This design comes from an exercise in tuning for small area, a short achievable clock period and few clock cycles per item on the open sky130 flow, not from production work.
The RTL was checked by simulation tests, not by an equivalence proof against the original design.

==> flow/design.v (excerpt) <==
module lbp_pixel_unit (
    input  wire         clk,
    input  wire         rst,
    input  wire         in_valid,
    output wire         in_ready,
    input  wire [7:0]   in_cen,       
    input  wire [511:0] in_samples,   
    input  wire [7:0]   in_p,         
    input  wire [63:0]  in_band,      
    input  wire         in_rule,      
    input  wire         in_order,     
    input  wire [1:0]   in_post,      
    output wire         out_valid,
    input  wire         out_ready,
    output wire [7:0]   out_code,
    output wire [3:0]   out_ecode
);
==> flow/config.mk <==
export PLATFORM = sky130hd
export DESIGN_NAME = lbp_pixel_unit
export DESIGN_NICKNAME = lbp_pixel_unit
export VERILOG_FILES = /design/flow/design.v
export SDC_FILE = /design/flow/constraint.sdc
export NUM_CORES = 4
export LEC_CHECK = 0
export ABC_AREA = 1
export CAP_MARGIN = 20
export CORE_MARGIN = 2
export CORE_UTILIZATION = 40
export SLEW_MARGIN = 20
==> flow/constraint.sdc <==
create_clock -name core_clock -period 20.0 [get_ports {clk}]
set_input_delay 4.0000 -clock core_clock [delete_from_list [all_inputs] [get_ports {clk}]]
set_output_delay 4.0000 -clock core_clock [all_outputs]
set_load 0.01 [all_outputs]
standard.sh (not shown) runs the stock make flow with config.mk's settings and CLKGATE_MAP_FILE= SYNTH_SCRIPT=/design/flow/synth_recipe.tcl, a recipe that flattens the netlist after the stock synthesis.
==> flow/flow/run.sh <==
#!/bin/bash
# The standard layout (the standard.sh, unchanged synthesis and steps),
# with the port buffers made of sky130_fd_sc_hd__buf_2 instead of the
# default delay buffer (every input and output port still gets its buffer),
# and timing repair asked to leave 11 ns of setup slack at the design's
# clock period, so that it works on the paths that set the achieved period.
set -o pipefail
cd "$(dirname "$0")/.."
export BUFFER_PORTS_ARGS="-buffer_cell sky130_fd_sc_hd__buf_2"
bash standard.sh SETUP_SLACK_MARGIN=11 finish > standard.log 2>&1
The starting point finished clean.
Testbench counts at the start, summed over its fixed seeds: cycles 25,534, items 16,000.
Change:
==> flow/run.sh (new file) <==
#!/bin/bash
# synth_recipe.tcl (not shown) runs the flow's synth.tcl, then flattens the netlist and writes it again
# the make line also repeats each setting of config.mk as NAME=value (left out here)
make -C /OpenROAD-flow-scripts/flow DESIGN_CONFIG=/design/flow/config.mk WORK_HOME=/design/flow/orfs CLKGATE_MAP_FILE= SYNTH_SCRIPT=/design/flow/synth_recipe.tcl finish
--- a/flow/config.mk
+++ b/flow/config.mk
@@ -6,5 +6,4 @@
 export NUM_CORES = 4
 export LEC_CHECK = 0
-export ABC_AREA = 1
 export CAP_MARGIN = 20
 export CORE_MARGIN = 2
removed: flow/flow/run.sh
removed: flow/standard.sh
Effect:
- area after synthesis climbs by 0.37%
- final cell count drops by 18%

---

== try-yarrow ==
Another version of the RTL of lbp_pixel_unit (not shown whole).
Size: ~8300 cells after synthesis, ~610 I/O pins, about 49000 um2 of cells after synthesis.
clock: 20.0 ns
lec_check: 0
abc_area: 1
cap_margin: 20
core_margin: 2
core_utilization: 40
slew_margin: 20
==> flow/flow/run.sh <==
#!/bin/bash
# The standard layout (the standard.sh, unchanged synthesis and steps),
# with the port buffers made of sky130_fd_sc_hd__buf_2 instead of the
# default delay buffer (every input and output port still gets its buffer),
# and timing repair asked to leave 10 ns of setup slack at the design's
# clock period, so that it works on the paths that set the achieved period.
set -o pipefail
cd "$(dirname "$0")/.."
export BUFFER_PORTS_ARGS="-buffer_cell sky130_fd_sc_hd__buf_2"
bash standard.sh SETUP_SLACK_MARGIN=10 finish > standard.log 2>&1
Testbench counts of try-yarrow, summed over its fixed seeds: cycles 25,534, items 16,000.
Edits applied to the flow inputs when going from try-yarrow to try-ember:
- ABC_AREA no longer set, was 1
--- a/flow/flow/run.sh
+++ b/flow/flow/run.sh
@@ -4,3 +4,3 @@
 # default delay buffer (every input and output port still gets its buffer),
-# and timing repair asked to leave 10 ns of setup slack at the design's
+# and timing repair asked to leave 9 ns of setup slack at the design's
 # clock period, so that it works on the paths that set the achieved period.
@@ -9,2 +9,2 @@
 export BUFFER_PORTS_ARGS="-buffer_cell sky130_fd_sc_hd__buf_2"
-bash standard.sh SETUP_SLACK_MARGIN=10 finish > standard.log 2>&1
+bash standard.sh SETUP_SLACK_MARGIN=9 finish > standard.log 2>&1
## What came out
- [compare] base=try-yarrow new=try-ember: via count of the routed design now smaller, final weighted congestion of routability-driven global placement now smaller.
- Compared with try-yarrow, try-ember shows detailed route wirelength on metal2 lower by 500 um.
- Sort try-ember and try-yarrow by footprint of the multi-input gates, descending, and try-ember comes first.
- Number of detailed-route iterations in the first pass down 5 in try-ember wrt try-yarrow
- On cell area, the higher figure sits with try-ember, not try-yarrow.
For try-amber, these inputs were changed with respect to try-ember:
- putting ABC_AREA at 1 where nothing was set
--- a/flow/flow/run.sh
+++ b/flow/flow/run.sh
@@ -4,3 +4,3 @@
 # default delay buffer (every input and output port still gets its buffer),
-# and timing repair asked to leave 9 ns of setup slack at the design's
+# and timing repair asked to leave 10.5 ns of setup slack at the design's
 # clock period, so that it works on the paths that set the achieved period.
@@ -9,2 +9,2 @@
 export BUFFER_PORTS_ARGS="-buffer_cell sky130_fd_sc_hd__buf_2"
-bash standard.sh SETUP_SLACK_MARGIN=9 finish > standard.log 2>&1
+bash standard.sh SETUP_SLACK_MARGIN=10.5 finish > standard.log 2>&1
==> run notes <==
- Diff try-ember -> try-amber: routed wire length -7800 um, xor and xnor fraction of the mapped netlist area -2.0 points, area after synthesis -about 2.5%.
- try-amber vs try-ember — wire length of the first global-routing pass dropped 17000 um.
- Summary of try-amber over try-ember: first-pass iteration count of the detailed router has decreased; number of distinct library cells after synthesis shrank by 47.
Modified inputs, try-xenon compared to try-amber
--- a/flow/flow/run.sh
+++ b/flow/flow/run.sh
@@ -4,3 +4,3 @@
 # default delay buffer (every input and output port still gets its buffer),
-# and timing repair asked to leave 10.5 ns of setup slack at the design's
+# and timing repair asked to leave 11 ns of setup slack at the design's
 # clock period, so that it works on the paths that set the achieved period.
@@ -9,2 +9,2 @@
 export BUFFER_PORTS_ARGS="-buffer_cell sky130_fd_sc_hd__buf_2"
-bash standard.sh SETUP_SLACK_MARGIN=10.5 finish > standard.log 2>&1
+bash standard.sh SETUP_SLACK_MARGIN=11 finish > standard.log 2>&1
## What came out
- try-amber has a lower utilization than try-xenon.
- Compared with try-amber, in try-xenon number of antenna violations at the first check in global routing shows an increase of 1, final instance area higher, flop-to-flop setup slack saw an increase.
Changes in try-umber relative to try-xenon:
--- a/flow/flow/run.sh
+++ b/flow/flow/run.sh
@@ -4,3 +4,3 @@
 # default delay buffer (every input and output port still gets its buffer),
-# and timing repair asked to leave 11 ns of setup slack at the design's
+# and timing repair asked to leave 9.5 ns of setup slack at the design's
 # clock period, so that it works on the paths that set the achieved period.
@@ -9,2 +9,2 @@
 export BUFFER_PORTS_ARGS="-buffer_cell sky130_fd_sc_hd__buf_2"
-bash standard.sh SETUP_SLACK_MARGIN=11 finish > standard.log 2>&1
+bash standard.sh SETUP_SLACK_MARGIN=9.5 finish > standard.log 2>&1
## What came out
The faster design of the two is try-xenon; try-umber tops out lower.
Design area sits lower in try-umber than in try-xenon.
~same clock skew after layout in try-xenon and try-umber
The lower met3 routing resource usage after global routing of try-xenon and try-umber is in try-umber.
try-umber ends up with higher total inserted antenna cells than try-xenon does.
Looking only at area added between synthesis and finish, and setting everything else aside, the higher value of try-xenon and try-umber goes to try-xenon.
In the flow results for try-xenon and try-umber, the post-route met1 wirelength is smaller on try-umber.
The inputs of try-garnet differ from those of try-umber as listed below.
- clearing ABC_AREA, which used to be 1
==> flow/flow/run.sh <==
#!/bin/bash
# The standard layout (the standard.sh, unchanged synthesis and steps),
# with the port buffers made of sky130_fd_sc_hd__buf_2 instead of the
# default delay buffer: every input and output port still gets its buffer.
set -o pipefail
cd "$(dirname "$0")/.."
export BUFFER_PORTS_ARGS="-buffer_cell sky130_fd_sc_hd__buf_2"
bash standard.sh > standard.log 2>&1
### Flow results
Post-synthesis sequential area ratio across try-umber and try-garnet: no real change.
try-garnet vs try-umber — layout buffer count excluding clock buffers rose 48.
In the tables for try-umber and try-garnet, via count of the first global-routing pass reads lower with try-garnet.
try-garnet vs. try-umber: overall track demand over capacity in global routing went up by 1.1 points.
Tap cell instance count: try-garnet vs try-umber up 25
Final estimated routing congestion in global placement in try-garnet is about 3.5% lower than in try-umber
The cell with the largest stage delay on the worst path comes out dfxtp_2 in one run and a221oi_1 in the other, namely in try-umber and try-garnet respectively.
Diff try-umber -> try-garnet | number of placed instances with taps included | decrease of 15%
Summary — core area, try-garnet relative to try-umber: higher, by about 3%.

## static timing again, ports no longer ideal
Ports are ideal in the flow. The routed layouts listed here were re-timed in OpenROAD.
Step 1, drivers: a clkbuf_16 drives clk and a buf_2 each remaining input, both assumed.
Step 2, shift: input delay + t, output delay - t, t = (earliest + latest rising clock arrival at the registers) / 2. This alone moves slack from input paths to output paths.
Slacks: no drivers / after step 1 / after step 2; pairs: no drivers / after step 1.
| run | t (ns) | setup WS [ns] | worst setup path at the end | pins driven straight from the clock port |
|---|---|---|---|---|
| the first run of note 1 | 0.546 | 11.093 / 11.082 / 10.536 | input to register | 1 |
| the second run of note 1 | 0.554 | 6.875 / 6.926 / 6.371 | input to register | 1 |
| try-yarrow | 0.540 | 10.245 / 10.272 / 9.733 | input to register | 1 |
| try-ember | 0.530 | 9.119 / 9.154 / 8.624 | input to register | 1 |
| try-amber | 0.537 | 10.645 / 10.624 / 10.201 | input to register | 1 |
| try-xenon | 0.541 | 11.006 / 10.986 / 10.599 | input to register | 1 |
| try-umber | 0.541 | 9.895 / 9.895 / 9.441 | input to register | 1 |
| try-garnet | 0.523 | 7.227 / 7.227 / 6.841 | input to register | 1 |
After both steps setup and hold are still met in every run listed. For the first run of note 1, which loses most, drivers alone change the setup slack by -0.011 ns; drivers and shift together by -0.557 ns.
